From an optimization exercise on the open Yosys and OpenROAD flow, aimed at small area, a short achievable clock period and few clock cycles per item; shortcuts taken in it are not production practice.
Function was not checked in any run shown here: the RTL went through the layout flow alone.
Power and IR drop assume default switching activity.

[design/flow/config.mk]
export PLATFORM = sky130hd
export DESIGN_NAME = qsearch_mb
export DESIGN_NICKNAME = qsearch_mb
export VERILOG_FILES = /design/flow/design.v
export SDC_FILE = /design/flow/constraint.sdc
export NUM_CORES = 4
export LEC_CHECK = 0
export CAP_MARGIN = 30
export CORE_MARGIN = 2
export CORE_UTILIZATION = 60
export CTS_CLUSTER_DIAMETER = 120
export CTS_CLUSTER_SIZE = 24
export SLEW_MARGIN = 50
export SYNTH_MEMORY_MAX_BITS = 8192
export BUFFER_PORTS_ARGS = -buffer_cell sky130_fd_sc_hd__buf_2
[design/flow/constraint.sdc]
create_clock -name core_clock -period 12.5 [get_ports {clk}]
set_input_delay 2.5000 -clock core_clock [delete_from_list [all_inputs] [get_ports {clk}]]
set_output_delay 2.5000 -clock core_clock [all_outputs]
set_load 0.01 [all_outputs]
[design/flow/design.v]
module qsearch_mb (
    input  wire        clk,
    input  wire        rst,         
    input  wire        in_valid,
    output wire        in_ready,
    input  wire [15:0] in_coef,     
    input  wire        in_mode,     
    output wire        out_valid,
    input  wire        out_ready,
    output wire [3:0]  out_qno,     
    output wire        out_fit,     
    output wire [11:0] out_cost,    
    output wire [11:0] out_cls      
);
    reg         rdy;               
    reg         v0;
    reg  [15:0] c0;
    reg         m0;
    assign in_ready = rdy;
    always @(posedge clk) begin
        v0 <= in_valid && rdy && !rst;
        c0 <= in_coef;
        m0 <= in_mode;
    end
    reg  [5:0]  cnt;               
    reg  [2:0]  blk;
    reg         bmode;
    reg         g11, g23, g35;     
    reg  [2:0]  ucat [0:12];       
    reg         dc1;               
    reg         f1;                
    reg         e1;                
    reg  [2:0]  blke;              
    reg         eob2;              
    localparam [16*13-1:0] ROWS = {
        16'h5544,    
        16'h5443,    
        16'h2111,    
        16'h1111,    
        16'h4433,    
        16'h4332,    
        16'h3322,    
        16'h3221,    
        16'h2211,    
        16'h2110,    
        16'h1100,    
        16'h1000,    
        16'h0000     
    };
    wire        neg  = c0[15];
    wire [15:0] y    = c0 ^ {16{neg}};
    wire        ac0  = v0 && (cnt != 6'd0);
    wire        md   = (cnt == 6'd0) ? m0 : bmode;
    wire [1:0]  zone = md ? cnt[1:0] : cnt[5:4];
    function ge(input [15:0] yy, input nn, input [15:0] t);
        ge = (yy >= t) || (nn && yy == t - 16'd1);
    endfunction
    localparam [2:0] C_Z = 3'd0, C_A1 = 3'd1, C_A2 = 3'd3, C_A3 = 3'd2,
                     C_A4 = 3'd6, C_BAD = 3'd7, C_NOP = 3'd4;
    function [2:0] cat_of(input [15:0] yy, input nn, input [2:0] s);
        begin
            if (ge(yy, nn, 16'd256 << s))     cat_of = C_BAD;
            else if (ge(yy, nn, 16'd4 << s)) cat_of = C_A4;
            else if (ge(yy, nn, 16'd3 << s)) cat_of = C_A3;
            else if (ge(yy, nn, 16'd2 << s)) cat_of = C_A2;
            else if (ge(yy, nn, 16'd1 << s)) cat_of = C_A1;
            else                             cat_of = C_Z;
        end
    endfunction
    wire [2:0]  cat_s [0:5];
    genvar sg;
    generate
        for (sg = 0; sg < 6; sg = sg + 1) begin : shs
            assign cat_s[sg] = cat_of(y, neg, sg);
        end
    endgenerate
    integer k;
    always @(posedge clk) begin
        if (rst) begin
            cnt  <= 6'd0;
            blk  <= 3'd0;
            e1   <= 1'b0;
            eob2 <= 1'b0;
        end else begin
            if (v0) begin
                cnt <= cnt + 6'd1;
                if (cnt == 6'd63) blk <= (blk == 3'd5) ? 3'd0 : blk + 3'd1;
            end
            e1   <= v0 && (cnt == 6'd63);
            eob2 <= e1;
        end
        if (v0 && cnt == 6'd0) bmode <= m0;
        if (v0 && cnt == 6'd1) begin
            g11 <= ge(y, neg, 16'd12);
            g23 <= ge(y, neg, 16'd24);
            g35 <= ge(y, neg, 16'd36);
        end else if (ac0) begin
            g11 <= g11 | ge(y, neg, 16'd12);
            g23 <= g23 | ge(y, neg, 16'd24);
            g35 <= g35 | ge(y, neg, 16'd36);
        end
        if (v0 && cnt == 6'd63) blke <= blk;
        for (k = 0; k < 13; k = k + 1)
            ucat[k] <= ac0 ? cat_s[ROWS[16*k + 4*zone +: 3]] : C_NOP;
        dc1   <= v0 && (cnt == 6'd0);
        f1    <= v0 && (cnt == 6'd1);
    end
    wire [6:0]  u_acc [0:12];
    wire        u_ovf [0:12];
    genvar u;
    generate
        for (u = 0; u < 13; u = u + 1) begin : unit
            reg  [6:0] acc;
            reg  [1:0] run;        
            reg        ovf;        
            reg  [2:0] c;
            reg  [4:0] tok;
            reg  [1:0] run_n;
            reg        bad;
            wire [6:0] base = f1 ? 7'd31 : acc;
            wire       ovfb = !f1 && ovf;
            wire [7:0] sum;
            wire [5:0] cy;
            assign cy[0] = 1'b0;
            genvar b;
            for (b = 0; b < 5; b = b + 1) begin : rc
                assign sum[b]  = base[b] ^ tok[b] ^ cy[b];
                assign cy[b+1] = (base[b] & tok[b]) | (cy[b] & (base[b] ^ tok[b]));
            end
            wire [2:0] hi1 = {1'b0, base[6:5]} + 3'd1;
            assign sum[7:5] = cy[5] ? hi1 : {1'b0, base[6:5]};
            always @(*) begin
                c     = ucat[u];
                tok   = 5'd0;
                run_n = 2'd0;
                bad   = 1'b0;
                case (c)
                    C_Z: run_n = (run == 2'd3) ? 2'd3 : run + 2'd1;
                    C_A1: case (run)
                              2'd0: tok = 5'd3;  2'd1: tok = 5'd5;
                              2'd2: tok = 5'd6;  default: tok = 5'd16;
                          endcase
                    C_A2: case (run)
                              2'd0: tok = 5'd4;  2'd1: tok = 5'd11;
                              default: tok = 5'd17;
                          endcase
                    C_A3: case (run)
                              2'd0: tok = 5'd5;  2'd1: tok = 5'd12;
                              default: tok = 5'd18;
                          endcase
                    C_A4: case (run)
                              2'd0: tok = 5'd16; 2'd1: tok = 5'd23;
                              default: tok = 5'd29;
                          endcase
                    C_BAD: bad = 1'b1;
                    default: run_n = run;
                endcase
            end
            always @(posedge clk) begin
                acc <= sum[6:0];
                run <= dc1 ? 2'd0 : run_n;
                ovf <= ovfb | sum[7] | bad;
            end
            assign u_acc[u] = acc;
            assign u_ovf[u] = ovf;
        end
    endgenerate
    localparam [4*9-1:0] CQ = {4'd1, 4'd3, 4'd5, 4'd7, 4'd9, 4'd11, 4'd13, 4'd14, 4'd15};
    localparam [4*9-1:0] CN = {4'd8, 4'd7, 4'd6, 4'd5, 4'd4, 4'd3, 4'd2, 4'd1, 4'd0};
    localparam [4*9-1:0] CC = {4'd12, 4'd11, 4'd8, 4'd7, 4'd6, 4'd5, 4'd4, 4'd10, 4'd9};
    reg  [9:0]  tot [0:8];
    reg  [8:0]  fit;
    reg  [11:0] cls;
    reg         pend;              
    reg         eob3;              
    reg         sel35;             
    wire [1:0]  bcls   = g35 ? 2'd3 : g23 ? 2'd2 : g11 ? 2'd1 : 2'd0;
    wire        chroma = blke[2];
    reg         r1;                
    reg         ofree;             
    wire        cap    = pend && ofree;    
    wire        tinit  = cap || r1;        
    genvar n;
    generate
        for (n = 0; n < 9; n = n + 1) begin : cand
            wire [4:0] alo = g35 ? u_acc[CC[4*n +: 4]][4:0] : u_acc[CN[4*n +: 4]][4:0];
            wire [1:0] ahi = sel35 ? u_acc[CC[4*n +: 4]][6:5] : u_acc[CN[4*n +: 4]][6:5];
            wire       o   = sel35 ? u_ovf[CC[4*n +: 4]] : u_ovf[CN[4*n +: 4]];
            wire       ok  = !o && !(chroma && ahi[1] && ahi[0]);
            reg        cs;
            wire [4:0] slo, shi;
            wire [5:0] cl, ch;
            wire [4:0] bhi = {3'd0, ahi};
            assign cl[0] = 1'b0;
            assign ch[0] = cs;
            genvar b;
            for (b = 0; b < 5; b = b + 1) begin : rc
                assign slo[b]   = tot[n][b] ^ alo[b] ^ cl[b];
                assign cl[b+1]  = (tot[n][b] & alo[b]) | (cl[b] & (tot[n][b] ^ alo[b]));
                assign shi[b]   = tot[n][5+b] ^ bhi[b] ^ ch[b];
                assign ch[b+1]  = (tot[n][5+b] & bhi[b]) | (ch[b] & (tot[n][5+b] ^ bhi[b]));
            end
            always @(posedge clk) begin
                if (tinit) begin
                    tot[n] <= 10'd862;
                    fit[n] <= 1'b1;
                end else begin
                    if (eob2) begin
                        tot[n][4:0] <= slo;
                        cs          <= cl[5];
                    end
                    if (eob3) begin
                        tot[n][9:5] <= shi;
                        fit[n]      <= fit[n] && ok;
                    end
                end
            end
        end
    endgenerate
    reg         ov;
    reg  [3:0]  r_qno;
    reg         r_fit;
    reg  [9:0]  r_cost;
    reg  [3:0]  s_qno;
    reg  [9:0]  s_cost;
    integer j;
    always @(*) begin
        s_qno  = 4'd0;
        s_cost = 10'd0;
        for (j = 8; j >= 0; j = j - 1)
            if (fit[j]) begin
                s_qno  = CQ[4*j +: 4];
                s_cost = tot[j];
            end
    end
    always @(posedge clk) begin
        if (eob2) cls[2*blke +: 2] <= bcls;
        r1 <= rst;
        eob3 <= eob2 && !rst;
        if (eob2) sel35 <= g35;
        if (cap) begin
            r_qno  <= s_qno;
            r_fit  <= |fit;
            r_cost <= s_cost;
        end
        if (rst) begin
            pend  <= 1'b0;
            ov    <= 1'b0;
            ofree <= 1'b1;
            rdy   <= 1'b1;
        end else begin
            if (eob3 && blke == 3'd5) pend <= 1'b1;
            else if (ofree)           pend <= 1'b0;
            ov    <= ov ? !out_ready : pend;
            ofree <= ofree ? !pend : out_ready;
            rdy   <= !((pend || !ofree) && (blk == 3'd0) && (cnt[5:2] == 4'b1111));
        end
    end
    assign out_valid = ov;
    assign out_qno   = r_qno;
    assign out_fit   = r_fit;
    assign out_cost  = {2'd0, r_cost};
    assign out_cls   = cls;
endmodule
[design/flow/flow/run.sh]
#!/bin/bash
# Standard layout, with the port buffers made of plain buffers
# (sky130_fd_sc_hd__buf_2) instead of the delay buffers buffer_ports picks.
set -euo pipefail
echo 'export BUFFER_PORTS_ARGS = -buffer_cell sky130_fd_sc_hd__buf_2' >> "$FLOW_CONFIG"
bash standard.sh > standard.log 2>&1
[design/flow/standard.sh]
#!/bin/bash
# synth_recipe.tcl (not shown) runs the flow's synth.tcl, then flattens the netlist and writes it again
# the make line also repeats each setting of config.mk as NAME=value (left out here)
make -C /OpenROAD-flow-scripts/flow DESIGN_CONFIG=/design/flow/config.mk WORK_HOME=/design/flow/orfs CLKGATE_MAP_FILE= SYNTH_SCRIPT=/design/flow/synth_recipe.tcl "${@:-finish}"
==> results.cfg, run 1 <==
[placement]
post_dp_cell_area_sq_um = 21200
gp_congestion = 0.845
hpwl_um = 33900
numPlacedInstances = 2628
pre_cts_slack_ns = 9.06
portBuffers = 49

[synth]
synth-seq-cells = 349
synth_area_sq_um = 20800
synth-seq-area-share = 0.357
synthDistinctLibCells = 89
synth-simple-area-share = 0.165
synth_compound_area_frac = 0.126
synth.area.mux_share = 0.0878
synthXorXnorAreaFrac = 0.0131
synthTopCellsByArea = dfxtp_1 (29%), fa_1 (10%), ha_1 (8.4%), edfxtp_1 (6.4%), mux2i_1 (5.6%)
netlist_instances = 2244
synthTopCellsByCount = dfxtp_1 (305), nand2_1 (224), inv_1 (209)
synth_most_common_cell = dfxtp_1
ys_warn_count = 3
async_flop_share = 0
synth_edf_count = 44
synth.top_cell.area_share = 0.294
synth.avg_cell_area_sq_um = 9.26
synth_top_cell_by_area = dfxtp_1
synthAdderAreaFrac = 0.186
synth_top_family_by_area = adder cells
synthFlopType = dfxtp_1

[clocking]
cts_sinks = 349
clk_pin_slew_worst_paths_ns = 0.10
clkLatencyLatePin_ns = 0.55
cts_resized = 0
cts_buffers = 18
cts_setup_buffers = 0
cts_buffer_depth = 3
cts_tree = done
postCtsHoldBufs = 0
root_buffer = clkbuf_16
htreeDepth = 1

[power_and_ir_drop]
p_clk_frac = 0.255
total_power_mw = 2.54
seqPwrFrac = 0.543
combPwrFrac = 0.202
p_int_mw = 1.77
ir_drop_mv = 0.124
power_leakage_nw = 8.81
switchingPower_mw = 0.765
switching_share = 0.301
p_per_area_nw_per_um2 = 117

[timing]
hold_ws_ns = 0.428
min_period_over_period = 0.289
setup_ws_ns = 8.89
tightest_slew_ns = 0.682
fin_worst_skew_ns = 0.0303
hold_viol = 0
rsz0062_at_grt = false
slew_violations = 0
fmax_mhz = 277
slew_headroom = 0.544
setup_tns_ns = 0
period_needed_ns = 3.61
setup_viol = 0

[route]
wirelength_um = 45900
ant_nets = 0
vias = 15100
dr.pass1.iters = 5
drc = 0
avgRoutedWirePerCell_um = 17.3
drt_iter0_drc = 870
vias_per_cell = 5.69

[setup_path]
crit_start = cls[8]$_DFFE_PP_
worstPathRequired_ns = 10.00
slowest_delay_ns = 0.41
crit_path_end_kind = output port
cp_num_buf_inv = 1
cp-start-kind = flip-flop
crit_path_end = out_cls[8]
path_class = reg -> out
r2r-end = ucat[7][2]$_SDFF_PN1_
cp.depth = 1
reg2reg_from = cnt[5]$_SDFFE_PP0P_
path_cells = buf_2
r2r_slack_ns = 9.02
critPathTopFamily = flip-flops
cp.arrival_ns = 1.11
cp_max_fo = 2
reg2regPathDepth = 11
cp_slowest_cell = edfxtp_1

[hold_path]
hold_path.class = reg -> reg
hold_depth = 1

[grt]
grt_max_degree = 74
grt.total_usage = 0.258
overflow = 0
grt_pass1_wl_um = 75600
grt_pass1_vias = 14500
grt_antenna_before_repair = 0

[final_layout]
design_area_sq_um = 21800
final_util = 0.635
area_delta_synth_final_pct = 4.67
nNetsFinal = 2461
fill_cells = 2899
diodes = 0
stdcell_count = 2658
final_layout_size_suffix_gt1_frac = 0.101

[die]
core_sq_um = 34300
start_util = 0.606
die_h_um = 190
row_count = 68
io_pins = 52
die_x_um = 190
dieArea_sq_um = 36200

[status]
status = complete, no violations

[run]
max-cap-violations = 0
==> routing by layer <==
metal,track usage,vias to the layer above,wire length (um),share of wire
li1,-,7552,-,-
met1,0.375,7241,22200,0.48
met2,0.421,294,21000,0.46
met3,0.0229,50,1780,0.039
met4,0.0537,0,924,0.020
met5,0,-,0,0
==> layout make-up <==
class	count	area (sq um)	share of cell area
tap	455	569	0.0262
inverter	212	796	0.0366
multi-input combinational	1552	12000	0.554
clock inverter	2	32.5	0.00150
clock buffer	26	480	0.0221
sequential	349	7440	0.342
timing repair buffer	62	399	0.0183
==> sequential cells by signal, summed over array words and instances, names as in the netlist, 3 cells and up <==
register / cells
cnt: 6
cand.cs: 9
c0: 16
r_qno: 4
blk: 3
unit.acc: 91
cls: 12
tot: 90
blke: 3
ucat: 39
unit.ovf: 13
unit.run: 26
fit: 9
r_cost: 10
==> worst min path at each step <==
stage / start / to / slack (ns)
6_report: e1$_SDFF_PP0_ / eob2$_SDFF_PP0_ / 0.43
5_1_grt: e1$_SDFF_PP0_ / eob2$_SDFF_PP0_ / 0.45
4_1_cts: e1$_SDFF_PP0_ / eob2$_SDFF_PP0_ / 0.42
3_5_place_dp: m0$_DFF_P_ / bmode$_DFFE_PP_ / 0.43
3_3_place_gp: m0$_DFF_P_ / bmode$_DFFE_PP_ / 0.42
2_1_floorplan: m0$_DFF_P_ / bmode$_DFFE_PP_ / 0.41
==> layout by cell type, fill, tap and decap left out, drive strengths merged, types with 13 or more instances in the layout <==
cell | netlist | final
o221ai | 13 | 13
dfxtp | 305 | 305
nor2b | 46 | 46
xnor2 | 20 | 20
a211oi | 26 | 26
a22oi | 19 | 19
o21ai | 107 | 107
or2 | 47 | 47
and3 | 14 | 14
nand2 | 225 | 225
edfxtp | 44 | 44
nor2 | 175 | 175
mux2i | 117 | 117
a21oi | 106 | 106
clkbuf | 101 | 26
ha | 139 | 139
nor3 | 84 | 84
nand2b | 16 | 16
nand3 | 26 | 26
mux2 | 57 | 57
a221oi | 13 | 13
buf | 31 | 62
inv | 210 | 210
fa | 106 | 106
==> kinds of logic (layout without fill, tap and decap cells) <==
group / count (synthesis) / count (layout)
flops: 349 / 349
fa+ha+maj: 245 / 245
simple gates: 702 / 702
mux: 174 / 174
other cells: 1 / 2
xor+xnor: 31 / 31
buf+inv: 344 / 302
compound gates: 398 / 398
==> power groups by stage <==
stage | Clock, mW | Sequential (mW) | Combinational (mW)
5_1_grt | 0.705 | 1.39 | 0.597
3_5_place_dp | 0 | 1.40 | 0.515
4_1_cts | 0.670 | 1.38 | 0.516
6_report | 0.648 | 1.38 | 0.513
3_3_place_gp | 0 | 1.40 | 0.486
2_1_floorplan | 0 | 1.34 | 0.415
==> run 2: changes to the inputs <==
--- a/design/flow/config.mk
+++ b/design/flow/config.mk
@@ -7,7 +7,7 @@
 export LEC_CHECK = 0
 export CAP_MARGIN = 30
 export CORE_MARGIN = 2
-export CORE_UTILIZATION = 60
+export CORE_UTILIZATION = 75
 export CTS_CLUSTER_DIAMETER = 120
 export CTS_CLUSTER_SIZE = 24
 export SLEW_MARGIN = 50
==> run 2 against run 1 <==
Net effect: combinational power up 2%; critical path depth stayed put; die area down 20%; maximum frequency about the same; critical endpoint is now out_cls[7]; cell area fell by 0.70%; non-clock buffer count is 2 lower; still clean; clock-buffer cell count unchanged; synthesized area unchanged; global-route usage up 6.0 points; sequential cell count is the same; register-to-register slack gained 0.11 ns; critical path type unchanged.
==> results.cfg, run 2 <==
[route]
avgRoutedWirePerCell_um = 17.5
dr.pass1.iters = 5
vias = 15500
wl_met1_um = 20400
drc = 0
wirelength_um = 44900
vias_per_cell = 6.02
ant_nets = 0
drt_iter0_drc = 1213
top_layer = met4
route.met2.wl_um = 20900
dr_wl_met3_um = 2300

[timing]
fin_worst_skew_ns = 0.0354
rsz0062_at_grt = false
hold_viol = 0
slew_headroom = 0.542
setup_ws_ns = 8.89
min_period_over_period = 0.289
slew_violations = 0
setup_tns_ns = 0
fmax_mhz = 277
tightest_slew_ns = 0.687
setup_viol = 0
period_needed_ns = 3.61
hold_ws_ns = 0.444

[clocking]
htreeDepth = 1
clk_pin_slew_worst_paths_ns = 0.09
clkLatencyLatePin_ns = 0.54
cts_tree = done
cts_buffer_depth = 3
postCtsHoldBufs = 0
cts_resized = 0
cts_setup_buffers = 0
root_buffer = clkbuf_16
cts_sinks = 349
cts_buffers = 18

[synth]
synthTopCellsByArea = dfxtp_1 (29%), fa_1 (10%), ha_1 (8.4%), edfxtp_1 (6.4%), mux2i_1 (5.6%)
synth-seq-area-share = 0.357
synth_most_common_cell = dfxtp_1
synth.avg_cell_area_sq_um = 9.26
synth-seq-cells = 349
synthTopCellsByCount = dfxtp_1 (305), nand2_1 (224), inv_1 (209)
synth_area_sq_um = 20800
synthFlopType = dfxtp_1
ys_warn_count = 3
synth_edf_count = 44
synthDistinctLibCells = 89
async_flop_share = 0
synth.top_cell.area_share = 0.294
netlist_instances = 2244
synth_top_cell_by_area = dfxtp_1

[power_and_ir_drop]
power_leakage_nw = 8.79
total_power_mw = 2.54
p_per_area_nw_per_um2 = 118
ir_drop_mv = 0.148

[placement]
pre_cts_slack_ns = 9.05
portBuffers = 49
gp_congestion = 0.934
hpwl_um = 33000

[hold_path]
hold_path.class = reg -> reg

[setup_path]
crit_path_end_kind = output port
cp-start-kind = flip-flop
worstPathRequired_ns = 10.00
path_class = reg -> out
path_cells = buf_2
cp_slowest_cell = edfxtp_1
cp.arrival_ns = 1.11
r2r_slack_ns = 9.13
cp_num_buf_inv = 1
cp_max_fo = 2
critPathTopFamily = flip-flops
slowest_delay_ns = 0.42

[grt]
grt.total_usage = 0.317
overflow = 0
grt_antenna_before_repair = 0
grt_max_degree = 103
grt_pass1_vias = 14900
grt_pass1_wl_um = 74700

[final_layout]
diodes = 0
area_delta_synth_final_pct = 3.94
fill_cells = 1804
top_regs = unit.acc x91, tot x90, ucat x39
final_layout_size_suffix_gt1_frac = 0.0995
regMostFlops = unit.acc
mostFrequentLayoutCell = dfxtp_1
most-common-layout-cells = dfxtp_1 (300), nand2_1 (223), inv_1 (209)
largest_register_ffs = 91
nNetsFinal = 2459

[die]
die_h_um = 170
core_sq_um = 27100
start_util = 0.767
row_count = 60
io_pins = 52
die_x_um = 170
dieArea_sq_um = 29100

[status]
status = complete, no violations

[run]
max-cap-violations = 0
[run 2: cell counts after synthesis]
No cell type changed its count.
[run 2: final timing paths]
path,start,end,depth (start not counted)
hold / removal,e1$_SDFF_PP0_,eob2$_SDFF_PP0_,1
setup reg to reg,unit[5].run[0]$_SDFFE_PP0P_,unit[5].acc[6]$_DFF_P_,12
setup / recovery,cls[7]$_DFFE_PP_,out_cls[7],1
hold reg to reg,e1$_SDFF_PP0_,eob2$_SDFF_PP0_,1
[run 2: through the flow]
step | util | area, sq um | instances
CTS | 0.797 | 21600 | 2572
global placement | 0.776 | 21000 | 2543
finish | 0.797 | 21600 | 2573
global route | 0.797 | 21600 | 2573
floorplan | - | 20800 | 2245
detailed placement | 0.778 | 21100 | 2544
[run 2: cells by family (layout without fill, tap and decap cells)]
| family | count (synthesis) | after routing | synth area share |
|---|---|---|---|
| compound gates | 398 | 398 | 0.126 |
| xor+xnor | 31 | 31 | 0.0131 |
| fa+ha+maj | 245 | 245 | 0.186 |
| buf+inv | 344 | 300 | 0.0645 |
| flops | 349 | 349 | 0.357 |
| mux | 174 | 174 | 0.0878 |
| other cells | 1 | 2 | 0.000180 |
| simple gates | 702 | 702 | 0.165 |
[run 2: power breakdown]
group | internal [mW] | switching (mW) | leakage [nW]
clock network | 0.274 | 0.368 | 0.245
registers | 1.26 | 0.117 | 2.87
logic | 0.239 | 0.283 | 5.67
total | 1.78 | 0.768 | 8.79
[run 2: layout make-up]
class,instances,area [sq um],area share
multi-input cells,1552,12000,0.557
repair buffers,60,354,0.0164
clock buffers,26,480,0.0222
flip-flops and latches,349,7430,0.344
well taps,372,465,0.0215
clock inverters,2,32.5,0.00151
inverters,212,796,0.0368
[run 2: per-layer routing]
metal	vias up	GRT usage
met1	7433	0.442
met5	-	0
met4	0	0.0955
li1	7542	-
met3	92	0.0407
met2	422	0.521
==> run 3: changes to the inputs <==
==> design/flow/config.mk (replaced) <==
export PLATFORM = sky130hd
export DESIGN_NAME = qsearch_mb
export DESIGN_NICKNAME = qsearch_mb
export VERILOG_FILES = /design/flow/design.v
export SDC_FILE = /design/flow/constraint.sdc
export NUM_CORES = 4
export LEC_CHECK = 0
export CAP_MARGIN = 20
export CORE_MARGIN = 2
export CORE_UTILIZATION = 60
export CTS_CLUSTER_DIAMETER = 120
export CTS_CLUSTER_SIZE = 24
export SLEW_MARGIN = 30
export SYNTH_MEMORY_MAX_BITS = 8192
export BUFFER_PORTS_ARGS = -buffer_cell sky130_fd_sc_hd__buf_2
==> run 3 against run 2 <==
Net effect: still clean on timing, DRC and antenna; clock power is 2% higher; sequential cell count stayed put; first-iteration DRC count is 26% lower; hold slack worse by 0.017 ns; setup slack worse by 0.010 ns; global-route usage is 6.0 points lower; sequential power hardly changed; combinational power is 2% lower; clock-buffer cell count is 1 higher; synthesized area stayed put; largest power group unchanged.
==> results.cfg, run 3 <==
[grt]
grt_pass1_vias = 14500
grt_pass1_wl_um = 75700
grt.total_usage = 0.258
grt_max_degree = 74
grt_antenna_before_repair = 0
overflow = 0

[timing]
setup_tns_ns = 0
hold_ws_ns = 0.427
min_period_over_period = 0.290
slew_headroom = 0.353
period_needed_ns = 3.62
fin_worst_skew_ns = 0.0327
rsz0062_at_grt = false
tightest_slew_ns = 0.963
hold_viol = 0
fmax_mhz = 276
setup_viol = 0
slew_violations = 0

[synth]
ys_warn_count = 3
synth-seq-area-share = 0.357
synth.avg_cell_area_sq_um = 9.26
synth-seq-cells = 349
synthFlopType = dfxtp_1
synth_top_cell_by_area = dfxtp_1
synthTopCellsByCount = dfxtp_1 (305), nand2_1 (224), inv_1 (209)
synth.top_cell.area_share = 0.294
synth_most_common_cell = dfxtp_1
synthDistinctLibCells = 89
synthTopCellsByArea = dfxtp_1 (29%), fa_1 (10%), ha_1 (8.4%), edfxtp_1 (6.4%), mux2i_1 (5.6%)
async_flop_share = 0
synth_edf_count = 44
synth_area_sq_um = 20800
netlist_instances = 2244

[setup_path]
critPathTopFamily = flip-flops
crit_path_end = out_cls[0]
crit_path_end_kind = output port
reg2reg_from = f1$_DFF_P_
cp_max_fo = 2
crit_start = cls[0]$_DFFE_PP_
path_cells = buf_2
worstPathRequired_ns = 10.00
cp.depth = 1
path_class = reg -> out
cp_num_buf_inv = 1
reg2regPathDepth = 9
cp-start-kind = flip-flop
r2r-end = unit[8].acc[6]$_DFF_P_
cp.arrival_ns = 1.12
cp_slowest_cell = edfxtp_1
r2r_slack_ns = 9.00
slowest_delay_ns = 0.42

[final_layout]
mostFrequentLayoutCell = dfxtp_1
largest_register_ffs = 91
regArea_sq_um = 7430
nNetsFinal = 2458
multiInputGateArea_sq_um = 12000
stdcell_count = 2656
diodes = 0
final_util = 0.632
top_regs = unit.acc x91, tot x90, ucat x39
fill_cells = 2897
final_layout_size_suffix_gt1_frac = 0.0968
most-common-layout-cells = dfxtp_1 (302), nand2_1 (224), inv_1 (209)
regMostFlops = unit.acc
area_delta_synth_final_pct = 4.21

[clocking]
clkLatencyLatePin_ns = 0.55
htreeDepth = 1
cts_resized = 0
clk_pin_slew_worst_paths_ns = 0.10
root_buffer = clkbuf_16
cts_sinks = 349
cts_tree = done
postCtsHoldBufs = 0
cts_buffers = 18
cts_setup_buffers = 0
cts_buffer_depth = 3

[route]
avgRoutedWirePerCell_um = 17.3
vias_per_cell = 5.68
dr.pass1.iters = 8
drt_iter0_drc = 898
drc = 0
ant_nets = 0
wirelength_um = 46100
vias = 15100

[placement]
numPlacedInstances = 2627
gp_congestion = 0.845
hpwl_um = 33800
portBuffers = 49

[power_and_ir_drop]
p_per_area_nw_per_um2 = 117
power_leakage_nw = 8.78
total_power_mw = 2.54
ir_drop_mv = 0.109

[die]
core_sq_um = 34300
die_h_um = 190
start_util = 0.606
row_count = 68
dieArea_sq_um = 36200
io_pins = 52
die_x_um = 190

[hold_path]
hold_path.class = reg -> reg

[run]
max-cap-violations = 0

[status]
status = complete, no violations
run 3: cell counts after synthesis:
Identical to the previous run, type by type.
run 3: cell type report:
| class | instances | share of cell area |
|---|---|---|
| Multi-Input combinational cell | 1552 | 0.555 |
| Inverter | 212 | 0.0367 |
| Sequential cell | 349 | 0.343 |
| Clock inverter | 2 | 0.00127 |
| Tap cell | 455 | 0.0263 |
| Timing Repair Buffer | 59 | 0.0148 |
| Clock buffer | 27 | 0.0224 |
run 3: worst min path at each step:
stage / cells after the start / slack, ns / to / start
floorplan: 0 / 0.41 / bmode$_DFFE_PP_ / m0$_DFF_P_
global placement: 0 / 0.42 / bmode$_DFFE_PP_ / m0$_DFF_P_
detailed placement: 1 / 0.43 / eob2$_SDFF_PP0_ / e1$_SDFF_PP0_
CTS: 1 / 0.43 / eob2$_SDFF_PP0_ / e1$_SDFF_PP0_
global route: 1 / 0.44 / eob2$_SDFF_PP0_ / e1$_SDFF_PP0_
finish: 1 / 0.43 / eob2$_SDFF_PP0_ / e1$_SDFF_PP0_
run 3: cells by family after synthesis:
group	after synthesis	synth area share
AOI/OAI and AO/OA	398	0.126
xor gates and xnor gates	31	0.0131
adders and majority gates	245	0.186
buffers and inverters	344	0.0645
DFF	349	0.357
muxes	174	0.0878
other	1	0.000180
and+or+nand+nor	702	0.165
run 3: stage by stage:
step / setup WS [ns] / area, sq um
after floorplan: 9.24 / 20800
after global placement: 9.12 / 21100
after detailed placement: 9.04 / 21200
after CTS: 8.85 / 21700
after global routing: 8.78 / 21700
final: 8.88 / 21700
run 3: per-layer routing:
| layer | part of all wire | global-route usage |
|---|---|---|
| met1 | 0.49 | 0.377 |
| met2 | 0.45 | 0.415 |
| met3 | 0.034 | 0.0220 |
| met4 | 0.023 | 0.0620 |
| met5 | 0 | 0 |
run 3: power by group:
group | internal [mW] | switching (mW)
Combinational | 0.235 | 0.276
Clock | 0.275 | 0.381
Sequential | 1.26 | 0.115
==> run 4: changes to the inputs <==
==> design/flow/config.mk (replaced) <==
export PLATFORM = sky130hd
export DESIGN_NAME = qsearch_mb
export DESIGN_NICKNAME = qsearch_mb
export VERILOG_FILES = /design/flow/design.v
export SDC_FILE = /design/flow/constraint.sdc
export NUM_CORES = 4
export LEC_CHECK = 0
export CAP_MARGIN = 50
export CORE_MARGIN = 2
export CORE_UTILIZATION = 40
export CTS_CLUSTER_DIAMETER = 80
export CTS_CLUSTER_SIZE = 20
export SLEW_MARGIN = 70
export SYNTH_MEMORY_MAX_BITS = 8192
export BUFFER_PORTS_ARGS = -buffer_cell sky130_fd_sc_hd__buf_2
==> run 4 against run 3 <==
Net effect: synthesized area stayed put; still clean; combinational power is 1% higher; critical path depth stayed put; global-route usage is 8.2 points lower; routed wire length is 2.9% higher; sequential share of layout area is 1.5 points lower; clock-buffer cell count is 6 higher; largest power group unchanged; power is 10% higher; register-to-register slack better by 0.13 ns; maximum frequency is 0.83% lower; first-iteration DRC count is 18% higher; setup slack worse by 0.030 ns.
==> results.cfg, run 4 <==
[synth]
ys_warn_count = 3
synth_most_common_cell = dfxtp_1
synthDistinctLibCells = 89
synth.avg_cell_area_sq_um = 9.26
synth_area_sq_um = 20800
synthFlopType = dfxtp_1
synthTopCellsByCount = dfxtp_1 (305), nand2_1 (224), inv_1 (209)
synth-seq-area-share = 0.357
synth.top_cell.area_share = 0.294
netlist_instances = 2244
synth_top_cell_by_area = dfxtp_1
async_flop_share = 0
synth-seq-cells = 349
synthTopCellsByArea = dfxtp_1 (29%), fa_1 (10%), ha_1 (8.4%), edfxtp_1 (6.4%), mux2i_1 (5.6%)
synth_edf_count = 44

[clocking]
cts_setup_buffers = 0
cts_resized = 0
cts_buffer_depth = 3
clk_pin_slew_worst_paths_ns = 0.08
postCtsHoldBufs = 0
cts_tree = done
cts_buffers = 27
htreeDepth = 1
root_buffer = clkbuf_16
cts_sinks = 349
clkLatencyLatePin_ns = 0.58

[hold_path]
hold_depth = 0
hold_path.class = reg -> reg

[grt]
grt_pass1_wl_um = 77500
grt_max_degree = 76
grt_pass1_vias = 14700
grt.total_usage = 0.176
overflow = 0
grt_antenna_before_repair = 0

[power_and_ir_drop]
total_power_mw = 2.81
ir_drop_mv = 0.0984
p_per_area_nw_per_um2 = 123
power_leakage_nw = 9.09

[die]
dieArea_sq_um = 53800
core_sq_um = 51300
row_count = 83
die_x_um = 232
start_util = 0.405
die_h_um = 232
io_pins = 52

[final_layout]
diodes = 0
most-common-layout-cells = dfxtp_1 (275), nand2_1 (223), inv_1 (208)
mostFrequentLayoutCell = dfxtp_1
area_delta_synth_final_pct = 9.38
nNetsFinal = 2481
regMostFlops = unit.acc
final_layout_size_suffix_gt1_frac = 0.135
largest_register_ffs = 91
top_regs = unit.acc x91, tot x90, ucat x39

[status]
status = complete, no violations

[timing]
hold_viol = 0
slew_violations = 0
rsz0062_at_grt = false
period_needed_ns = 3.65
fmax_mhz = 274
setup_viol = 0
fin_worst_skew_ns = 0.0300
min_period_over_period = 0.292
setup_tns_ns = 0

[route]
drt_iter0_drc = 1056
vias_per_cell = 5.21
vias = 15200
dr.pass1.iters = 8
drc = 0
ant_nets = 0
avgRoutedWirePerCell_um = 16.2
wirelength_um = 47400

[setup_path]
path_cells = buf_2
cp_max_fo = 2
reg2regPathDepth = 12
critPathTopFamily = flip-flops
path_class = reg -> out
worstPathRequired_ns = 10.00
slowest_delay_ns = 0.42
cp.arrival_ns = 1.15
cp.depth = 1
cp_slowest_cell = edfxtp_1
cp-start-kind = flip-flop
crit_path_end_kind = output port
cp_num_buf_inv = 1

[placement]
hpwl_um = 35200
portBuffers = 49
gp_congestion = 0.848

[run]
max-cap-violations = 0
==> run 4: power by group <==
part | internal [mW] | switching (mW)
sequential | 1.26 | 0.115
combinational | 0.242 | 0.274
clock | 0.460 | 0.451
==> run 4: path summary, 6_finish.rpt <==
check,slack (ns),end,from
worst max-delay path,8.85,out_cls[3],cls[3]$_DFFE_PP_
worst min-delay path,0.44,bmode$_DFFE_PP_,m0$_DFF_P_
worst max register to register,9.13,unit[2].acc[6]$_DFF_P_,unit[2].run[0]$_SDFFE_PP0P_
worst min register to register,0.44,bmode$_DFFE_PP_,m0$_DFF_P_
==> run 4: final cells by class <==
cell class,instances,area [sq um]
tap,680,851
clock inverter,16,216
fill,4937,28600
timing repair buffer,73,529
inverter,212,796
clock buffer,33,698
sequential,349,7470
multi-input combinational,1552,12200
==> run 4: metrics by stage <==
stage / hold slack [ns] / instances / util / setup WS [ns] / area (sq um)
final: 0.440 / 2915 / 0.443 / 8.85 / 22700
after global routing: 0.455 / 2915 / 0.443 / 8.81 / 22700
after CTS: 0.446 / 2911 / 0.440 / 8.82 / 22600
after detailed placement: 0.429 / 2862 / 0.422 / 9.13 / 21700
after global placement: 0.426 / 2851 / 0.418 / 9.18 / 21400
after floorplan: 0.408 / 2245 / - / 9.24 / 20800
==> run 4: logic make-up (layout without fill, tap and decap cells) <==
kind of cell               count (synthesis)  after routing  synth area share
and+or+nand+nor                          702            702             0.165
AOI/OAI and AO/OA                        398            398             0.126
DFF                                      349            349             0.357
buffers and inverters                    344            334            0.0645
adders and majority gates                245            245             0.186
muxes                                    174            174            0.0878
xor gates and xnor gates                  31             31            0.0131
other                                      1              2          0.000180
==> run 4: metal layers <==
metal,up-vias,wire [um],track usage
met1,7216,23300,0.250
met4,0,1140,0.0449
li1,7613,-,-
met3,68,1660,0.0192
met2,297,21300,0.284
met5,-,0,0
==> run 5: changes to the inputs <==
--- a/design/flow/design.v
+++ b/design/flow/design.v
@@ -26,7 +26,8 @@
     reg  [2:0]  blk;
     reg         bmode;
     reg         g11, g23, g35;     
-    reg  [2:0]  ucat [0:12];       
+    reg  [2:0]  catr [0:5];        
+    reg  [1:0]  zone1;             
     reg         dc1;               
     reg         f1;                
     reg         e1;                
@@ -100,8 +101,9 @@
             g35 <= g35 | ge(y, neg, 16'd36);
         end
         if (v0 && cnt == 6'd63) blke <= blk;
-        for (k = 0; k < 13; k = k + 1)
-            ucat[k] <= ac0 ? cat_s[ROWS[16*k + 4*zone +: 3]] : C_NOP;
+        for (k = 0; k < 6; k = k + 1)
+            catr[k] <= ac0 ? cat_s[k] : C_NOP;
+        zone1 <= zone;
         dc1   <= v0 && (cnt == 6'd0);
         f1    <= v0 && (cnt == 6'd1);
     end
@@ -130,7 +132,12 @@
             wire [2:0] hi1 = {1'b0, base[6:5]} + 3'd1;
             assign sum[7:5] = cy[5] ? hi1 : {1'b0, base[6:5]};
             always @(*) begin
-                c     = ucat[u];
+                case (zone1)
+                    2'd0:    c = catr[ROWS[16*u +: 3]];
+                    2'd1:    c = catr[ROWS[16*u + 4 +: 3]];
+                    2'd2:    c = catr[ROWS[16*u + 8 +: 3]];
+                    default: c = catr[ROWS[16*u + 12 +: 3]];
+                endcase
                 tok   = 5'd0;
                 run_n = 2'd0;
                 bad   = 1'b0;
--- a/design/flow/config.mk
+++ b/design/flow/config.mk
@@ -8,8 +8,8 @@
 export CAP_MARGIN = 50
 export CORE_MARGIN = 2
 export CORE_UTILIZATION = 40
-export CTS_CLUSTER_DIAMETER = 80
-export CTS_CLUSTER_SIZE = 20
+export CTS_CLUSTER_DIAMETER = 120
+export CTS_CLUSTER_SIZE = 24
 export SLEW_MARGIN = 70
 export SYNTH_MEMORY_MAX_BITS = 8192
 export BUFFER_PORTS_ARGS = -buffer_cell sky130_fd_sc_hd__buf_2
==> run 5 against run 4 <==
Net effect: still clean; setup slack lost 0.98 ns; die area shrank 4.4%; first-iteration DRC count shrank 13%; sequential cell count shrank 19; register-to-register slack lost 1.3 ns; final cell count shrank 4.4%; largest power group unchanged.
==> results.cfg, run 5 <==
[status]
status = complete, no violations

[final_layout]
top_regs = unit.acc x91, tot x90, unit.run x26
area_delta_synth_final_pct = 8.52
largest_register_ffs = 91
final_layout_size_suffix_gt1_frac = 0.139
diodes = 0
nNetsFinal = 2377
regMostFlops = unit.acc
stdcell_count = 2788
mostFrequentLayoutCell = dfxtp_1
most-common-layout-cells = dfxtp_1 (270), nand2_1 (238), inv_1 (157)

[setup_path]
critPathTopFamily = adder cells
cpMostUsedCell = fa_1
crit_path_end_kind = flip-flop
cp_num_buf_inv = 2
slowest_delay_ns = 0.49
r2r_slack_ns = 7.87
crit_start = zone1[0]$_DFF_P_
cp_max_fo = 30
cp-start-kind = flip-flop
worstPathRequired_ns = 12.92
reg2reg_from = zone1[0]$_DFF_P_
crit_path_end = unit[12].ovf$_DFF_P_
r2r-end = unit[12].ovf$_DFF_P_
cp.arrival_ns = 5.05
path_class = reg -> reg
path_cells = inv_1, ha_2, nor2_2, buf_6, mux2i_1, nor2_1, o21ai_0, o21ai_0, a21o_1, ha_1, fa_1, fa_1, fa_1, fa_1, a221o_1
cp.depth = 15
cp_slowest_cell = fa_1
reg2regPathDepth = 15

[power_and_ir_drop]
p_per_area_nw_per_um2 = 121
ir_drop_mv = 0.0820
power_leakage_nw = 8.61

[die]
core_sq_um = 49000
start_util = 0.406
io_pins = 52
die_x_um = 227
die_h_um = 227
dieArea_sq_um = 51500
row_count = 81

[clocking]
cts_tree = done
cts_buffer_depth = 3
postCtsHoldBufs = 0
cts_resized = 0
clkLatencyLatePin_ns = 0.54
htreeDepth = 1
cts_sinks = 330
cts_setup_buffers = 0
root_buffer = clkbuf_16
cts_buffers = 17
clk_pin_slew_worst_paths_ns = 0.10

[grt]
grt_max_degree = 50
grt_antenna_before_repair = 0
grt_pass1_vias = 14400
overflow = 0
grt_pass1_wl_um = 76400
grt.total_usage = 0.186

[placement]
numPlacedInstances = 2760
hpwl_um = 35400
gp_congestion = 0.847
portBuffers = 49

[route]
dr.pass1.iters = 7
avgRoutedWirePerCell_um = 17.0
vias_per_cell = 5.32
vias = 14800
drt_iter0_drc = 922
wirelength_um = 47400
ant_nets = 0
drc = 0

[timing]
period_needed_ns = 4.63
rsz0062_at_grt = false
hold_viol = 0
slew_headroom = 0.681
min_period_over_period = 0.370
fmax_mhz = 216
setup_viol = 0
slew_violations = 0
fin_worst_skew_ns = 0.0328
setup_tns_ns = 0
tightest_slew_ns = 0.465

[synth]
synth-seq-cells = 330
synth-seq-area-share = 0.355
ys_warn_count = 3
synth_edf_count = 44
synthTopCellsByArea = dfxtp_1 (29%), fa_1 (11%), ha_1 (8.4%), edfxtp_1 (6.7%), mux2i_1 (5.7%)
synth.avg_cell_area_sq_um = 9.31
synth.top_cell.area_share = 0.288
synth-simple-area-share = 0.156
synthXorXnorAreaFrac = 0.0123
synth_most_common_cell = dfxtp_1
synthFlopType = dfxtp_1
synthDistinctLibCells = 65
async_flop_share = 0
synthTopCellsByCount = dfxtp_1 (286), nand2_1 (239), inv_1 (158), nor2_1 (158), ha_1 (134)
netlist_instances = 2134
synth_top_family_by_area = adder cells
synth_area_sq_um = 19900
synth.area.mux_share = 0.0960
synthAdderAreaFrac = 0.191
synth_top_cell_by_area = dfxtp_1
synth_compound_area_frac = 0.138

[hold_path]
hold_path.class = reg -> reg
hold_depth = 2

[run]
max-cap-violations = 0
-- run 5: cell types whose count changed after synthesis, moves of 11 or more --
cell | previous run | this run
inv_1 | 209 | 158
or2_2 | 44 | 65
nor2_1 | 174 | 158
clkbuf_1 | 101 | 88
dfxtp_1 | 305 | 286
a22oi_1 | 19 | 48
nor3_1 | 83 | 60
o221ai_1 | 13 | 1
mux2_2 | 57 | 68
o21a_1 | 2 | 14
nand2_1 | 224 | 239
-- run 5: worst min path at each step --
stage / start / endpoint / slack [ns]
after floorplan: m0$_DFF_P_ / bmode$_DFFE_PP_ / 0.41
after global placement: e1$_SDFF_PP0_ / eob2$_SDFF_PP0_ / 0.42
after detailed placement: rdy$_SDFF_PP1_ / v0$_DFF_P_ / 0.42
after CTS: rdy$_SDFF_PP1_ / v0$_DFF_P_ / 0.44
after global routing: e1$_SDFF_PP0_ / eob2$_SDFF_PP0_ / 0.46
final: rdy$_SDFF_PP1_ / v0$_DFF_P_ / 0.43
-- run 5: worst reg2reg max path: stages, from the launching register on --
cell and delay (ns):
dfxtp_1 0.38, inv_1 0.06, ha_2 0.26, nor2_2 0.12, buf_6 0.35, mux2i_1 0.39, nor2_1 0.15, o21ai_0 0.22
o21ai_0 0.11, a21o_1 0.20, ha_1 0.19, fa_1 0.39, fa_1 0.43, fa_1 0.46, fa_1 0.49, a221o_1 0.30
-- run 5: final cells by class --
| cell class | count | area, sq um |
|---|---|---|
| clock buffer | 25 | 455 |
| clock inverter | 2 | 17.5 |
| fill | 4704 | 27400 |
| inverter | 158 | 593 |
| multi-input combinational | 1536 | 12100 |
| sequential | 330 | 7080 |
| tap | 664 | 831 |
| timing repair buffer | 73 | 517 |
-- run 5: per-layer routing --
metal | part of all wire | GRT usage
met5 | 0 | 0
met1 | 0.48 | 0.263
met2 | 0.46 | 0.303
met3 | 0.040 | 0.0179
met4 | 0.020 | 0.0480
-- run 5: cells by family (layout without fill, tap and decap cells) --
kind of cell | after synthesis | in the layout
AND/OR/NAND/NOR | 665 | 665
AO/OA/AOI/OAI | 419 | 419
flip-flops | 330 | 330
buffers and inverters | 269 | 258
adder cells (fa/ha/maj) | 240 | 240
multiplexers | 182 | 182
XOR/XNOR | 28 | 28
other | 1 | 2
-- run 5: where the power goes --
group	total, mW	internal (mW)	leakage, nW	switching, mW
registers	1.33	1.21	2.72	0.118
clock network	0.617	0.258	0.228	0.358
logic	0.671	0.304	5.66	0.367
total	2.62	1.78	8.61	0.843
-- run 5: stage by stage --
stage	cell area [sq um]	hold WS [ns]	power [mW]	setup WS (ns)	util
after CTS	21400	0.440	2.64	7.72	0.438
after global routing	21600	0.456	2.79	7.63	0.440
final	21600	0.427	2.62	7.87	0.440
after detailed placement	21000	0.424	2.02	7.76	0.428
after global placement	20600	0.423	1.97	7.76	0.422
after floorplan	19900	0.408	1.80	8.18	-
==> run 6: changes to the inputs <==
--- a/design/flow/design.v
+++ b/design/flow/design.v
@@ -26,8 +26,7 @@
     reg  [2:0]  blk;
     reg         bmode;
     reg         g11, g23, g35;     
-    reg  [2:0]  catr [0:5];        
-    reg  [1:0]  zone1;             
+    reg  [2:0]  ucat [0:12];       
     reg         dc1;               
     reg         f1;                
     reg         e1;                
@@ -101,9 +100,8 @@
             g35 <= g35 | ge(y, neg, 16'd36);
         end
         if (v0 && cnt == 6'd63) blke <= blk;
-        for (k = 0; k < 6; k = k + 1)
-            catr[k] <= ac0 ? cat_s[k] : C_NOP;
-        zone1 <= zone;
+        for (k = 0; k < 13; k = k + 1)
+            ucat[k] <= ac0 ? cat_s[ROWS[16*k + 4*zone +: 3]] : C_NOP;
         dc1   <= v0 && (cnt == 6'd0);
         f1    <= v0 && (cnt == 6'd1);
     end
@@ -132,12 +130,7 @@
             wire [2:0] hi1 = {1'b0, base[6:5]} + 3'd1;
             assign sum[7:5] = cy[5] ? hi1 : {1'b0, base[6:5]};
             always @(*) begin
-                case (zone1)
-                    2'd0:    c = catr[ROWS[16*u +: 3]];
-                    2'd1:    c = catr[ROWS[16*u + 4 +: 3]];
-                    2'd2:    c = catr[ROWS[16*u + 8 +: 3]];
-                    default: c = catr[ROWS[16*u + 12 +: 3]];
-                endcase
+                c     = ucat[u];
                 tok   = 5'd0;
                 run_n = 2'd0;
                 bad   = 1'b0;
@@ -180,7 +173,8 @@
     reg  [11:0] cls;
     reg         pend;              
     reg         eob3;              
-    reg         sel35;             
+    reg         sel_cl, sel_nl;    
+    reg         sel_ch, sel_nh;    
     wire [1:0]  bcls   = g35 ? 2'd3 : g23 ? 2'd2 : g11 ? 2'd1 : 2'd0;
     wire        chroma = blke[2];
     reg         r1;                
@@ -190,10 +184,12 @@
     genvar n;
     generate
         for (n = 0; n < 9; n = n + 1) begin : cand
-            wire [4:0] alo = g35 ? u_acc[CC[4*n +: 4]][4:0] : u_acc[CN[4*n +: 4]][4:0];
-            wire [1:0] ahi = sel35 ? u_acc[CC[4*n +: 4]][6:5] : u_acc[CN[4*n +: 4]][6:5];
-            wire       o   = sel35 ? u_ovf[CC[4*n +: 4]] : u_ovf[CN[4*n +: 4]];
-            wire       ok  = !o && !(chroma && ahi[1] && ahi[0]);
+            wire [6:0] an  = u_acc[CN[4*n +: 4]];
+            wire [6:0] ac  = u_acc[CC[4*n +: 4]];
+            wire [4:0] alo = ({5{sel_cl}} & ac[4:0]) | ({5{sel_nl}} & an[4:0]);
+            wire [1:0] ahi = ({2{sel_ch}} & ac[6:5]) | ({2{sel_nh}} & an[6:5]);
+            wire       bad = (sel_ch && (u_ovf[CC[4*n +: 4]] || (chroma && ac[6] && ac[5]))) ||
+                             (sel_nh && (u_ovf[CN[4*n +: 4]] || (chroma && an[6] && an[5])));
             reg        cs;
             wire [4:0] slo, shi;
             wire [5:0] cl, ch;
@@ -208,18 +204,13 @@
                 assign ch[b+1]  = (tot[n][5+b] & bhi[b]) | (ch[b] & (tot[n][5+b] ^ bhi[b]));
             end
             always @(posedge clk) begin
+                cs <= cl[5];
                 if (tinit) begin
                     tot[n] <= 10'd862;
                     fit[n] <= 1'b1;
                 end else begin
-                    if (eob2) begin
-                        tot[n][4:0] <= slo;
-                        cs          <= cl[5];
-                    end
-                    if (eob3) begin
-                        tot[n][9:5] <= shi;
-                        fit[n]      <= fit[n] && ok;
-                    end
+                    tot[n] <= {shi, slo};
+                    fit[n] <= fit[n] && !bad;
                 end
             end
         end
@@ -244,7 +235,10 @@
         if (eob2) cls[2*blke +: 2] <= bcls;
         r1 <= rst;
         eob3 <= eob2 && !rst;
-        if (eob2) sel35 <= g35;
+        sel_cl <= e1 && g35 && !rst;
+        sel_nl <= e1 && !g35 && !rst;
+        sel_ch <= sel_cl && !rst;
+        sel_nh <= sel_nl && !rst;
         if (cap) begin
             r_qno  <= s_qno;
             r_fit  <= |fit;
==> design/flow/config.mk (replaced) <==
export PLATFORM = sky130hd
export DESIGN_NAME = qsearch_mb
export DESIGN_NICKNAME = qsearch_mb
export VERILOG_FILES = /design/flow/design.v
export SDC_FILE = /design/flow/constraint.sdc
export NUM_CORES = 4
export LEC_CHECK = 0
export CAP_MARGIN = 20
export CORE_MARGIN = 2
export CORE_UTILIZATION = 60
export CTS_CLUSTER_DIAMETER = 120
export CTS_CLUSTER_SIZE = 24
export SLEW_MARGIN = 30
export SYNTH_MEMORY_MAX_BITS = 8192
export BUFFER_PORTS_ARGS = -buffer_cell sky130_fd_sc_hd__buf_2
==> run 6 against run 5 <==
Net effect: still clean; final cell count decreased by 11%; synthesized area fell by 0.83%; non-clock buffer count decreased by 14; routed wire length is 9.9% lower; sequential share of layout area rose by 3.0 points; via count shrank 5.5%; register-to-register slack gained 1.3 ns; critical endpoint is now out_cls[4]; largest power group unchanged; highest routed layer unchanged.
==> results.cfg, run 6 <==
[final_layout]
nNetsFinal = 2294
design_area_sq_um = 20600
largest_register_ffs = 91
most-common-layout-cells = dfxtp_1 (317), inv_1 (194), nand2_1 (151)
mostFrequentLayoutCell = dfxtp_1
final_layout_size_suffix_gt1_frac = 0.0870
area_delta_synth_final_pct = 4.51
regMostFlops = unit.acc
top_regs = unit.acc x91, tot x90, ucat x39

[hold_path]
hold_path.class = reg -> reg

[synth]
synth-seq-area-share = 0.375
synthTopCellsByArea = dfxtp_1 (32%), fa_1 (11%), ha_1 (8.8%), edfxtp_1 (5.2%), inv_1 (3.7%)
synthFlopType = dfxtp_1
synth_most_common_cell = dfxtp_1
netlist_instances = 2072
synth_area_sq_um = 19700
async_flop_share = 0
synth-seq-cells = 352
synth.avg_cell_area_sq_um = 9.51
synth_edf_count = 34
synth_top_cell_by_area = dfxtp_1
synthDistinctLibCells = 89
ys_warn_count = 3
synthTopCellsByCount = dfxtp_1 (318), inv_1 (194), nand2_1 (152)
synth.top_cell.area_share = 0.323

[setup_path]
cp_max_fo = 2
worstPathRequired_ns = 10.00
critPathTopFamily = flip-flops
cp_num_buf_inv = 1
cp_slowest_cell = edfxtp_1
cp.arrival_ns = 1.11
path_class = reg -> out
crit_path_end_kind = output port
path_cells = buf_2
cp-start-kind = flip-flop
slowest_delay_ns = 0.42

[route]
wl_met1_um = 20200
drt_iter0_drc = 853
vias_per_cell = 5.66
route.met2.wl_um = 20000
ant_nets = 0
dr_wl_met3_um = 1680
dr.pass1.iters = 5
top_layer = met4
drc = 0
avgRoutedWirePerCell_um = 17.2
wirelength_um = 42700
vias = 14000

[status]
status = complete, no violations

[timing]
slew_headroom = 0.364
period_needed_ns = 3.61
tightest_slew_ns = 0.955
min_period_over_period = 0.289
setup_tns_ns = 0
fmax_mhz = 277
rsz0062_at_grt = false
hold_ws_ns = 0.437
hold_viol = 0
fin_worst_skew_ns = 0.0166
slew_violations = 0
setup_viol = 0

[die]
start_util = 0.607
die_h_um = 185
die_x_um = 185
dieArea_sq_um = 34300
row_count = 66
io_pins = 52
core_sq_um = 32500

[power_and_ir_drop]
total_power_mw = 2.32
p_per_area_nw_per_um2 = 113
ir_drop_mv = 0.103
power_leakage_nw = 8.52

[grt]
grt_pass1_vias = 13700
grt_max_degree = 89
grt_antenna_before_repair = 2
grt.total_usage = 0.256
overflow = 0
grt_pass1_wl_um = 70300

[clocking]
cts_sinks = 352
cts_resized = 0
clkLatencyLatePin_ns = 0.53
clk_pin_slew_worst_paths_ns = 0.10
root_buffer = clkbuf_16
htreeDepth = 1
cts_tree = done
cts_buffers = 18
postCtsHoldBufs = 0
cts_setup_buffers = 0
cts_buffer_depth = 3

[placement]
portBuffers = 49
hpwl_um = 31100
post_dp_cell_area_sq_um = 20100
gp_congestion = 0.842

[run]
max-cap-violations = 0
-- run 6: cell types whose count changed after synthesis, sizes merged, moves of 19 or more --
cell	before	now
a21oi	95	76
a22o	18	51
and2	7	35
dfxtp	286	318
inv	158	194
mux2	68	21
mux2i	114	31
nand2	239	154
nor2	158	129
nor2b	39	67
nor3	60	89
o21ai	107	61
or2	66	47
or3	4	36
-- run 6: logic make-up (layout without fill, tap and decap cells) --
group,count (synthesis),in the layout,synth area share
simple gates,660,660,0.172
other cells,1,3,0.000190
fa+ha+maj,244,244,0.195
xor+xnor,37,37,0.0165
buf+inv,318,279,0.0629
compound gates,408,408,0.150
flops,352,352,0.375
mux,52,52,0.0278
-- run 6: cell type report --
class | instances | area [sq um]
diodes | 1 | 2.50
clock buffers | 24 | 494
clock inverters | 1 | 8.76
fillers | 2795 | 11900
inverters | 195 | 732
multi-input cells | 1403 | 11100
flip-flops and latches | 352 | 7390
well taps | 442 | 553
repair buffers | 59 | 320
-- run 6: path summary, 6_finish.rpt --
path                                                   from                endpoint  slack, ns  cells past startpoint
worst max register to register  unit[1].run[0]$_SDFFE_PP0P_  unit[1].acc[6]$_DFF_P_       9.16                     14
worst max-delay path                       cls[4]$_DFFE_PP_              out_cls[4]       8.89                      1
worst min-delay path                         rdy$_SDFF_PP1_              v0$_DFF_P_       0.44                      2
worst min register to register               rdy$_SDFF_PP1_              v0$_DFF_P_       0.44                      2
-- run 6: stage by stage --
stage / setup slack (ns) / utilization / instances
5_1_grt: 8.84 / 0.634 / 2476
3_5_place_dp: 9.18 / 0.619 / 2451
6_report: 8.89 / 0.634 / 2477
3_3_place_gp: 9.26 / 0.619 / 2451
2_1_floorplan: 9.28 / - / 2073
4_1_cts: 8.86 / 0.634 / 2476
-- run 6: metal layers --
metal / vias to the layer above / global-route usage
li1: 7010 / -
met1: 6675 / 0.359
met2: 276 / 0.426
met3: 56 / 0.0275
met4: 0 / 0.0597
met5: - / 0
-- run 6: power breakdown --
| group | leakage [nW] | internal (mW) | switching, mW |
|---|---|---|---|
| clock | 0.245 | 0.280 | 0.361 |
| sequential | 2.89 | 1.27 | 0.111 |
| combinational | 5.38 | 0.141 | 0.158 |
| total | 8.52 | 1.69 | 0.631 |
==> run 7: changes to the inputs <==
--- a/design/flow/config.mk
+++ b/design/flow/config.mk
@@ -5,11 +5,11 @@
 export SDC_FILE = /design/flow/constraint.sdc
 export NUM_CORES = 4
 export LEC_CHECK = 0
-export CAP_MARGIN = 20
+export CAP_MARGIN = 30
 export CORE_MARGIN = 2
 export CORE_UTILIZATION = 60
 export CTS_CLUSTER_DIAMETER = 120
 export CTS_CLUSTER_SIZE = 24
-export SLEW_MARGIN = 30
+export SLEW_MARGIN = 50
 export SYNTH_MEMORY_MAX_BITS = 8192
 export BUFFER_PORTS_ARGS = -buffer_cell sky130_fd_sc_hd__buf_2
==> run 7 against run 6 <==
Net effect: maximum frequency is 0.19% higher; cell area is 0.15% higher; clock power is 0.6% lower; highest routed layer unchanged; still clean; non-clock buffer count is 2 higher; register-to-register slack hardly changed; via count hardly changed.
==> results.cfg, run 7 <==
[final_layout]
fill_cells = 2818
mostFrequentLayoutCell = dfxtp_1
area_delta_synth_final_pct = 4.67
regMostFlops = unit.acc
final_layout_size_suffix_gt1_frac = 0.0914
nNetsFinal = 2296
stdcell_count = 2478
top_regs = unit.acc x91, tot x90, ucat x39
regArea_sq_um = 7390
design_area_sq_um = 20600
multiInputGateArea_sq_um = 11100
largest_register_ffs = 91
final_util = 0.635
most-common-layout-cells = dfxtp_1 (312), inv_1 (194), nand2_1 (151)
diodes = 0

[clocking]
clkLatencyLatePin_ns = 0.53
root_buffer = clkbuf_16
cts_buffers = 18
postCtsHoldBufs = 0
cts_setup_buffers = 0
cts_buffer_depth = 3
htreeDepth = 1
cts_resized = 0
clk_pin_slew_worst_paths_ns = 0.10
cts_sinks = 352
cts_tree = done

[power_and_ir_drop]
p_per_area_nw_per_um2 = 112
power_leakage_nw = 8.53
total_power_mw = 2.32
ir_drop_mv = 0.106

[grt]
overflow = 0
grt_pass1_vias = 13600
grt_max_degree = 89
grt_pass1_wl_um = 70400
grt_antenna_before_repair = 0
grt.total_usage = 0.256

[die]
core_sq_um = 32500
die_x_um = 185
dieArea_sq_um = 34300
start_util = 0.607
row_count = 66
die_h_um = 185
io_pins = 52

[setup_path]
crit_path_end_kind = output port
worstPathRequired_ns = 10.00
crit_start = cls[5]$_DFFE_PP_
r2r-end = unit[1].acc[6]$_DFF_P_
cp.arrival_ns = 1.10
reg2regPathDepth = 14
path_class = reg -> out
cp_slowest_cell = edfxtp_1
cp_max_fo = 2
path_cells = buf_2
critPathTopFamily = flip-flops
cp-start-kind = flip-flop
slowest_delay_ns = 0.42
reg2reg_from = unit[1].run[0]$_SDFFE_PP0P_
r2r_slack_ns = 9.16
cp_num_buf_inv = 1

[placement]
post_dp_cell_area_sq_um = 20100
numPlacedInstances = 2453
portBuffers = 49
gp_congestion = 0.842
hpwl_um = 31200
pre_cts_slack_ns = 9.17

[route]
drc = 0
ant_nets = 0
vias_per_cell = 5.66
avgRoutedWirePerCell_um = 17.2
vias = 14000
dr.pass1.iters = 5
drt_iter0_drc = 850
wirelength_um = 42700

[synth]
synthTopCellsByArea = dfxtp_1 (32%), fa_1 (11%), ha_1 (8.8%), edfxtp_1 (5.2%), inv_1 (3.7%)
ys_warn_count = 3
synth_area_sq_um = 19700
synthTopCellsByCount = dfxtp_1 (318), inv_1 (194), nand2_1 (152)
synth_edf_count = 34
synthDistinctLibCells = 89
synth-seq-cells = 352
synth.area.mux_share = 0.0278
netlist_instances = 2072
synthXorXnorAreaFrac = 0.0165
synth.avg_cell_area_sq_um = 9.51
synth.top_cell.area_share = 0.323
synth_top_family_by_area = adder cells
synthAdderAreaFrac = 0.195
synth_compound_area_frac = 0.150
synth_top_cell_by_area = dfxtp_1
synth_most_common_cell = dfxtp_1
async_flop_share = 0
synthFlopType = dfxtp_1
synth-simple-area-share = 0.172
synth-seq-area-share = 0.375

[timing]
period_needed_ns = 3.60
slew_violations = 0
setup_ws_ns = 8.90
hold_viol = 0
fin_worst_skew_ns = 0.0166
rsz0062_at_grt = false
slew_headroom = 0.525
setup_viol = 0
hold_ws_ns = 0.434
tightest_slew_ns = 0.709
min_period_over_period = 0.288
fmax_mhz = 277
setup_tns_ns = 0

[hold_path]
min_to = v0$_DFF_P_
min_from = rdy$_SDFF_PP1_
hold_path.class = reg -> reg
hold_depth = 2

[run]
max-cap-violations = 0

[status]
status = complete, no violations
run 7: cell counts after synthesis:
Identical to the previous run, type by type.
run 7: worst max-delay path by stage:
stage / to / cells after the start / slack [ns]
6_report: out_cls[5] / 1 / 8.90
3_5_place_dp: unit[1].acc[6]$_DFF_P_ / 14 / 9.17
4_1_cts: out_cls[10] / 1 / 8.87
5_1_grt: out_cls[5] / 1 / 8.84
2_1_floorplan: blk[0]$_SDFFE_PP0P_ / 3 / 9.28
3_3_place_gp: unit[1].acc[6]$_DFF_P_ / 14 / 9.26
run 7: area by class of cell:
| class | count | area share |
|---|---|---|
| clock buffer | 24 | 0.0240 |
| multi-input combinational | 1403 | 0.538 |
| timing repair buffer | 61 | 0.0166 |
| inverter | 195 | 0.0355 |
| clock inverter | 1 | 0.000425 |
| sequential | 352 | 0.359 |
| tap | 442 | 0.0268 |
run 7: cell families (layout without fill, tap and decap cells):
| group | count (synthesis) | count (layout) |
|---|---|---|
| and+or+nand+nor | 660 | 660 |
| AOI/OAI and AO/OA | 408 | 408 |
| DFF | 352 | 352 |
| buffers and inverters | 318 | 281 |
| adders and majority gates | 244 | 244 |
| muxes | 52 | 52 |
| xor gates and xnor gates | 37 | 37 |
| other | 1 | 2 |
run 7: worst min-delay path: stages, from the launching register on:
cell and delay (ns):
dfxtp_1 0.32, nand2_1 0.05, nor2_1 0.03
run 7: per-layer routing:
| layer | global-route usage | vias up | share of wire |
|---|---|---|---|
| li1 | - | 7025 | - |
| met1 | 0.362 | 6701 | 0.48 |
| met2 | 0.429 | 248 | 0.47 |
| met3 | 0.0250 | 51 | 0.032 |
| met4 | 0.0530 | 0 | 0.019 |
| met5 | 0 | - | 0 |
run 7: power by group:
part           leakage (nW)  switching (mW)  internal, mW
clock network         0.245           0.358         0.280
registers              2.89           0.111          1.27
logic                  5.40           0.160         0.141
total                  8.53           0.628          1.69

what the ideal ports hide:
The results above use ideal ports. As a check the final layouts listed here were re-extracted and re-timed, cells and wires unchanged. Step 1 sets driving cells, clkbuf_16 on the clock port and buf_2 on the other inputs (assumed; they add their load-dependent delay and slew). Step 2 also shifts input and output timing later by t, the mid clock arrival at the registers, as if the neighbouring blocks saw the same clock. Three values: no drivers, after step 1, after step 2; two values: the first two.
| run | t, ns | setup WS [ns] | worst setup path after step 2 | worst data-port slew with drivers (ns) |
|---|---|---|---|---|
| run 1 | 0.583 | 8.890 / 8.835 / 9.016 | register to register | 0.03 |
| run 2 | 0.576 | 8.888 / 8.836 / 9.134 | register to register | 0.03 |
| run 3 | 0.587 | 8.878 / 8.823 / 8.997 | register to register | 0.03 |
| run 4 | 0.619 | 8.848 / 8.791 / 9.135 | register to register | 0.03 |
| run 5 | 0.583 | 7.872 / 7.872 / 7.872 | register to register | 0.03 |
| run 6 | 0.574 | 8.888 / 8.836 / 9.156 | register to register | 0.04 |
| run 7 | 0.570 | 8.895 / 8.843 / 9.157 | register to register | 0.04 |
After both steps setup and hold are still met in every run listed.
